This is an optimization exercise on Yosys and OpenROAD, whose aim is small area, a short achievable clock period and few clock cycles, not a production implementation. The RTL was checked by simulation tests, not by an equivalence proof against the original design. The flow treats the clock pin as an ideal source. Dropping or thinning the clock tree relies on that and would not hold on a real chip. Power is estimated from default activity; no workload was simulated.

## maple
==> flow/design.v <==
module pyfpga_codec (
    input  wire        clk,
    input  wire        rst,           
    input  wire        cmd_valid,
    input  wire [49:0] cmd_word,      
    output wire        cmd_ready,
    output wire        rsp_valid,
    output wire [2:0]  rsp_status,
    output wire [31:0] rsp_data,
    output wire        tx_valid,
    output wire [7:0]  tx_data,
    output wire        link_poll,
    input  wire [7:0]  link_avail,
    output wire        rx_pop,
    input  wire [7:0]  rx_byte
);
    reg         ready;        
    reg         txv;          
    reg         poll;         
    reg         pop;          
    reg         rspv;         
    reg  [3:0]  cnt;          
    reg         vphase;       
    reg         plst;         
    reg         rxl;          
    reg         mv;           
    reg  [1:0]  op;
    reg  [12:0] ahi;          
    reg  [2:0]  pa;           
    reg  [31:0] pd;           
    reg  [7:0]  txq;
    reg  [2:0]  st;
    wire        op_ok    = cmd_word[49] | cmd_word[48];
    wire        accept   = cmd_valid & ready & op_ok;
    wire        wvw      = op[1] & op[0] & ~vphase;   
    wire        zd       = ~op[1] | vphase;           
    wire        av_hi0, av_mid0, av_lo0, avail_ok;
    pyfpga_codec_nor3  u_av_hi  (.a(link_avail[7]), .b(link_avail[6]), .c(link_avail[5]), .y(av_hi0));
    pyfpga_codec_nor2  u_av_mid (.a(link_avail[4]), .b(link_avail[3]), .y(av_mid0));
    pyfpga_codec_nand3 u_av_lo  (.a(link_avail[2]), .b(link_avail[1]), .c(link_avail[0]), .y(av_lo0));
    pyfpga_codec_nand3 u_av     (.a(av_hi0), .b(av_mid0), .c(av_lo0), .y(avail_ok));
    wire [3:0]  cnt_inc  = {cnt[3] ^ (cnt[2] & cnt[1] & cnt[0]), cnt[2] ^ (cnt[1] & cnt[0]),
                            cnt[1] ^ cnt[0], ~cnt[0]};
    wire        tx_last  = (cnt[2:0] == 3'd7);
    wire        rx_last  = (cnt[2:0] == 3'd6);
    wire [2:0]  nidx = cnt[2:0] & {3{txv}};
    reg  [6:0]  nbyte;
    always @(*) begin
        case (nidx)
            3'd0:    nbyte = {1'b0, ahi[12:7]};
            3'd1:    nbyte = ahi[6:0];
            3'd2:    nbyte = zd ? {pa, 4'b0000} : {pa, pd[31:28]};
            default: nbyte = zd ? 7'd0 : {pa, pd[31:28]};
        endcase
    end
    wire        pl_in  = pop & zd;
    wire [6:0]  pl_low = pl_in ? rx_byte[6:0] : {pa, pd[31:28]};
    wire [34:0] pl_sh  = {pd[27:0], pl_low};
    wire [34:0] pl_q   = {pa, pd};
    wire [34:0] pl_d;
    wire        pl_hold  = ~ready & ~mv;
    wire        pl_shift = ~ready & mv;
    genvar i;
    wire [14:0] cmd_d;
    generate
        for (i = 0; i < 15; i = i + 1) begin : g_cmd
            pyfpga_codec_sel2 u_next (.q(i < 13 ? ahi[i] : op[i - 13]), .ld(cmd_word[i + 35]),
                                      .h(~ready), .l(ready), .y(cmd_d[i]));
        end
    endgenerate
    generate
        for (i = 0; i < 35; i = i + 1) begin : g_pl
            pyfpga_codec_sel3 u_next (.q(pl_q[i]), .sh(pl_sh[i]), .ld(cmd_word[i]),
                                      .h(pl_hold), .s(pl_shift), .l(ready), .y(pl_d[i]));
        end
    endgenerate
    wire        bad    = rx_byte[7] ^ cnt[0];      
    wire        err_n  = st[1] | bad;
    wire [6:0]  dx     = rx_byte[6:0] ^ {pa, pd[31:28]};
    wire        cml    = vphase & (cnt[2] | cnt[1]);                
    wire        cmh    = vphase & (cnt[2] | (cnt[1] & cnt[0]));     
    wire        diff   = (cmh & (|dx[6:4])) | (cml & (|dx[3:0]));
    wire [2:0]  st_nx = poll ? {1'b0, ~avail_ok, ~avail_ok} : {(st[2] | diff) & ~err_n, err_n, 1'b0};
    wire        rb_ok    = rxl & wvw & ~st[1] & ~rx_byte[7];    
    wire        finish   = (plst & ~avail_ok) | (rxl & ~rb_ok);
    always @(posedge clk) begin
        if (rst) begin
            ready <= 1'b1;
            txv   <= 1'b0;
            poll  <= 1'b0;
            pop   <= 1'b0;
            rspv  <= 1'b0;
            plst  <= 1'b0;
            rxl   <= 1'b0;
        end else begin
            ready <= ready ? ~accept : finish;
            txv   <= accept | (txv & ~tx_last) | rb_ok;
            poll  <= (txv & tx_last) | (poll & ~plst & ~avail_ok);
            pop   <= (poll & avail_ok) | (pop & ~rx_last);
            rspv  <= finish;
            plst  <= poll & (cnt == 4'd8);
            rxl   <= pop & (cnt[2:0] == 3'd5);
        end
    end
    always @(posedge clk) begin
        if (ready | (pop & rx_last))
            cnt <= 4'd1;
        else if ((txv & tx_last) | (poll & avail_ok))
            cnt <= 4'd0;
        else
            cnt <= cnt_inc;
        mv   <= (txv | pop) & (cnt[2:0] >= 3'd1) & (cnt[2:0] <= 3'd5);
        if (ready)
            vphase <= 1'b0;
        else if (rb_ok)
            vphase <= 1'b1;
        pa <= pl_d[34:32];
        pd <= pl_d[31:0];
        op  <= cmd_d[14:13];
        ahi <= cmd_d[12:0];
        if (ready)
            txq <= {1'b0, cmd_word[49], cmd_word[47:42]};
        else
            txq <= {nidx[0], nbyte};
        st <= st_nx;
    end
    assign cmd_ready  = ready;
    assign rsp_valid  = rspv;
    assign rsp_status = st;
    assign rsp_data   = pd;
    assign tx_valid   = txv;
    assign tx_data    = txq;
    assign link_poll  = poll;
    assign rx_pop     = pop;
endmodule
module pyfpga_codec_nor2 (input wire a, input wire b, output wire y);
    assign y = ~(a | b);
endmodule
module pyfpga_codec_nor3 (input wire a, input wire b, input wire c, output wire y);
    assign y = ~(a | b | c);
endmodule
module pyfpga_codec_nand3 (input wire a, input wire b, input wire c, output wire y);
    assign y = ~(a & b & c);
endmodule
module pyfpga_codec_sel2 (input wire q, input wire ld, input wire h, input wire l, output wire y);
    assign y = (q & h) | (ld & l);
endmodule
module pyfpga_codec_sel3 (
    input  wire q,        
    input  wire sh,       
    input  wire ld,       
    input  wire h,
    input  wire s,
    input  wire l,
    output wire y
);
    assign y = (q & h) | (sh & s) | (ld & l);
endmodule
==> flow/config.mk <==
export PLATFORM = sky130hd
export DESIGN_NAME = pyfpga_codec
export DESIGN_NICKNAME = pyfpga_codec
export VERILOG_FILES = /design/flow/design.v
export SDC_FILE = /design/flow/constraint.sdc
export NUM_CORES = 4
export LEC_CHECK = 0
export CAP_MARGIN = 20
export CORE_MARGIN = 2
export CORE_UTILIZATION = 65
export PLACE_DENSITY = 0.75
export SETUP_SLACK_MARGIN = 2.88
export SLEW_MARGIN = 20
export SYNTH_HIERARCHICAL = 1
export SYNTH_MINIMUM_KEEP_SIZE = 0
==> flow/constraint.sdc <==
create_clock -name core_clock -period 4.5 [get_ports {clk}]
set_input_delay 0.9000 -clock core_clock [delete_from_list [all_inputs] [get_ports {clk}]]
set_output_delay 0.9000 -clock core_clock [all_outputs]
set_load 0.01 [all_outputs]
standard.sh (not shown) runs the stock make flow with config.mk's settings and CLKGATE_MAP_FILE= SYNTH_SCRIPT=/design/flow/synth_recipe.tcl, a recipe that flattens the netlist after the stock synthesis.
==> flow/flow/run.sh <==
#!/bin/bash
set -euo pipefail
here=$(pwd)
bash standard.sh "BUFFER_PORTS_ARGS=-buffer_cell sky130_fd_sc_hd__buf_1" \
  "PRE_CTS_TCL=$here/flow/flat_cts.tcl" finish > standard_flow.log 2>&1
==> flow/flow/flat_cts.tcl <==
set nbuf 3
if {[info exists ::env(CTS_FLAT_BUFS)]} { set nbuf $::env(CTS_FLAT_BUFS) }
set block [ord::get_db_block]
set db [ord::get_db]
set clk_port [lindex [all_clocks] 0]
set clk_name [get_property [lindex [get_property $clk_port sources] 0] name]
set clk_net [$block findNet $clk_name]
set master [$db findMaster sky130_fd_sc_hd__clkbuf_16]

# the clock pins the port drives, sorted by x
set sinks {}
foreach it [$clk_net getITerms] {
  set inst [$it getInst]
  set loc [$inst getLocation]
  lappend sinks [list [lindex $loc 0] [lindex $loc 1] $it]
}
set sinks [lsort -integer -index 0 $sinks]
set n [llength $sinks]
puts "flat_cts: $n clock pins, $nbuf buffers"

for {set k 0} {$k < $nbuf} {incr k} {
  set lo [expr {$k * $n / $nbuf}]
  set hi [expr {($k + 1) * $n / $nbuf - 1}]
  set grp [lrange $sinks $lo $hi]
  set sx 0; set sy 0
  foreach s $grp { incr sx [lindex $s 0]; incr sy [lindex $s 1] }
  set cx [expr {$sx / [llength $grp]}]
  set cy [expr {$sy / [llength $grp]}]
  set buf [odb::dbInst_create $block $master "clkbuf_flat_$k"]
  set net [odb::dbNet_create $block "clknet_flat_$k"]
  $net setSigType CLOCK
  [$buf findITerm A] connect $clk_net
  [$buf findITerm X] connect $net
  foreach s $grp {
    set it [lindex $s 2]
    $it disconnect
    $it connect $net
  }
  $buf setLocation $cx $cy
  $buf setPlacementStatus PLACED
  puts "flat_cts: clkbuf_flat_$k drives [llength $grp] pins from ($cx, $cy)"
}
$clk_net setSigType CLOCK

# TritonCTS is not run: the tree above is the clock tree
proc clock_tree_synthesis {args} { puts "flat_cts: clock_tree_synthesis skipped" }
set_propagated_clock [all_clocks]
Testbench counts of maple, summed over its fixed seeds: cycles 68,159.
Modified inputs, pine compared to maple
--- a/flow/design.v
+++ b/flow/design.v
@@ -39,8 +39,6 @@
     pyfpga_codec_nor2  u_av_mid (.a(link_avail[4]), .b(link_avail[3]), .y(av_mid0));
     pyfpga_codec_nand3 u_av_lo  (.a(link_avail[2]), .b(link_avail[1]), .c(link_avail[0]), .y(av_lo0));
     pyfpga_codec_nand3 u_av     (.a(av_hi0), .b(av_mid0), .c(av_lo0), .y(avail_ok));
-    wire [3:0]  cnt_inc  = {cnt[3] ^ (cnt[2] & cnt[1] & cnt[0]), cnt[2] ^ (cnt[1] & cnt[0]),
-                            cnt[1] ^ cnt[0], ~cnt[0]};
     wire        tx_last  = (cnt[2:0] == 3'd7);
     wire        rx_last  = (cnt[2:0] == 3'd6);
     wire [2:0]  nidx = cnt[2:0] & {3{txv}};
@@ -56,22 +54,15 @@
     wire        pl_in  = pop & zd;
     wire [6:0]  pl_low = pl_in ? rx_byte[6:0] : {pa, pd[31:28]};
     wire [34:0] pl_sh  = {pd[27:0], pl_low};
-    wire [34:0] pl_q   = {pa, pd};
+    wire [34:0] pl_nx  = ready ? cmd_word[34:0] : pl_sh;
     wire [34:0] pl_d;
-    wire        pl_hold  = ~ready & ~mv;
-    wire        pl_shift = ~ready & mv;
+    wire        pl_ld  = ready | mv;
+    assign pl_d[34:32] = pl_ld ? pl_nx[34:32] : pa;
     genvar i;
-    wire [14:0] cmd_d;
     generate
-        for (i = 0; i < 15; i = i + 1) begin : g_cmd
-            pyfpga_codec_sel2 u_next (.q(i < 13 ? ahi[i] : op[i - 13]), .ld(cmd_word[i + 35]),
-                                      .h(~ready), .l(ready), .y(cmd_d[i]));
-        end
-    endgenerate
-    generate
-        for (i = 0; i < 35; i = i + 1) begin : g_pl
-            pyfpga_codec_sel3 u_next (.q(pl_q[i]), .sh(pl_sh[i]), .ld(cmd_word[i]),
-                                      .h(pl_hold), .s(pl_shift), .l(ready), .y(pl_d[i]));
+        for (i = 0; i < 32; i = i + 1) begin : g_pl
+            pyfpga_codec_mux3 u_next (.q(pd[i]), .sh(pl_sh[i]), .ld(cmd_word[i]),
+                                      .mv(pl_ld), .sel_ld(ready), .y(pl_d[i]));
         end
     endgenerate
     wire        bad    = rx_byte[7] ^ cnt[0];      
@@ -108,7 +99,7 @@
         else if ((txv & tx_last) | (poll & avail_ok))
             cnt <= 4'd0;
         else
-            cnt <= cnt_inc;
+            cnt <= cnt + 4'd1;
         mv   <= (txv | pop) & (cnt[2:0] >= 3'd1) & (cnt[2:0] <= 3'd5);
         if (ready)
             vphase <= 1'b0;
@@ -116,12 +107,13 @@
             vphase <= 1'b1;
         pa <= pl_d[34:32];
         pd <= pl_d[31:0];
-        op  <= cmd_d[14:13];
-        ahi <= cmd_d[12:0];
-        if (ready)
+        if (ready) begin
+            op  <= cmd_word[49:48];
+            ahi <= cmd_word[47:35];
             txq <= {1'b0, cmd_word[49], cmd_word[47:42]};
-        else
+        end else begin
             txq <= {nidx[0], nbyte};
+        end
         st <= st_nx;
     end
     assign cmd_ready  = ready;
@@ -142,17 +134,13 @@
 module pyfpga_codec_nand3 (input wire a, input wire b, input wire c, output wire y);
     assign y = ~(a & b & c);
 endmodule
-module pyfpga_codec_sel2 (input wire q, input wire ld, input wire h, input wire l, output wire y);
-    assign y = (q & h) | (ld & l);
-endmodule
-module pyfpga_codec_sel3 (
+module pyfpga_codec_mux3 (
     input  wire q,        
     input  wire sh,       
     input  wire ld,       
-    input  wire h,
-    input  wire s,
-    input  wire l,
+    input  wire mv,       
+    input  wire sel_ld,   
     output wire y
 );
-    assign y = (q & h) | (sh & s) | (ld & l);
+    assign y = mv ? (sel_ld ? ld : sh) : q;
 endmodule
### Flow results
- Status | maple and pine | clean
- Delta (pine minus maple): share of total power in the clock network saw a decrease, internal power component saw an increase.
- Diff maple -> pine: post-layout utilization of the core shrank by 2.3 points; combinational share of power up 1.4 points.
- Side by side, number of nets in the synthesized netlist turned out higher in pine than in maple.
Testbench counts of pine, summed over its fixed seeds: cycles 68,159.
In every run of this note, the design's own scripts or RTL, not TritonCTS, make the clock network.

afterwards: timing with drivers on the ports:
In the flow no input, the clock included, has a driving cell. The finished layouts below were timed again as built, in two steps. Step 1, drivers: a clkbuf_16 drives clk and a buf_2 each remaining input, both assumed. Step 2 times the ports against the registers' clock, not the clock port: input delays grow and output delays shrink by t, the midpoint of the rising clock arrivals with the driver on. Three values: no drivers, after step 1, after step 2; two values: the first two.
run | t (ns) | setup WS [ns] | pins driven straight from the clock port
maple | 0.210 | 2.889 / 2.837 / 2.714 | 3
pine | 0.209 | 2.870 / 2.853 / 2.696 | 3
After both steps setup and hold are still met in every run listed. The setup slack of maple, which loses most, moves by -0.052 ns with the drivers and by -0.175 ns with both steps.
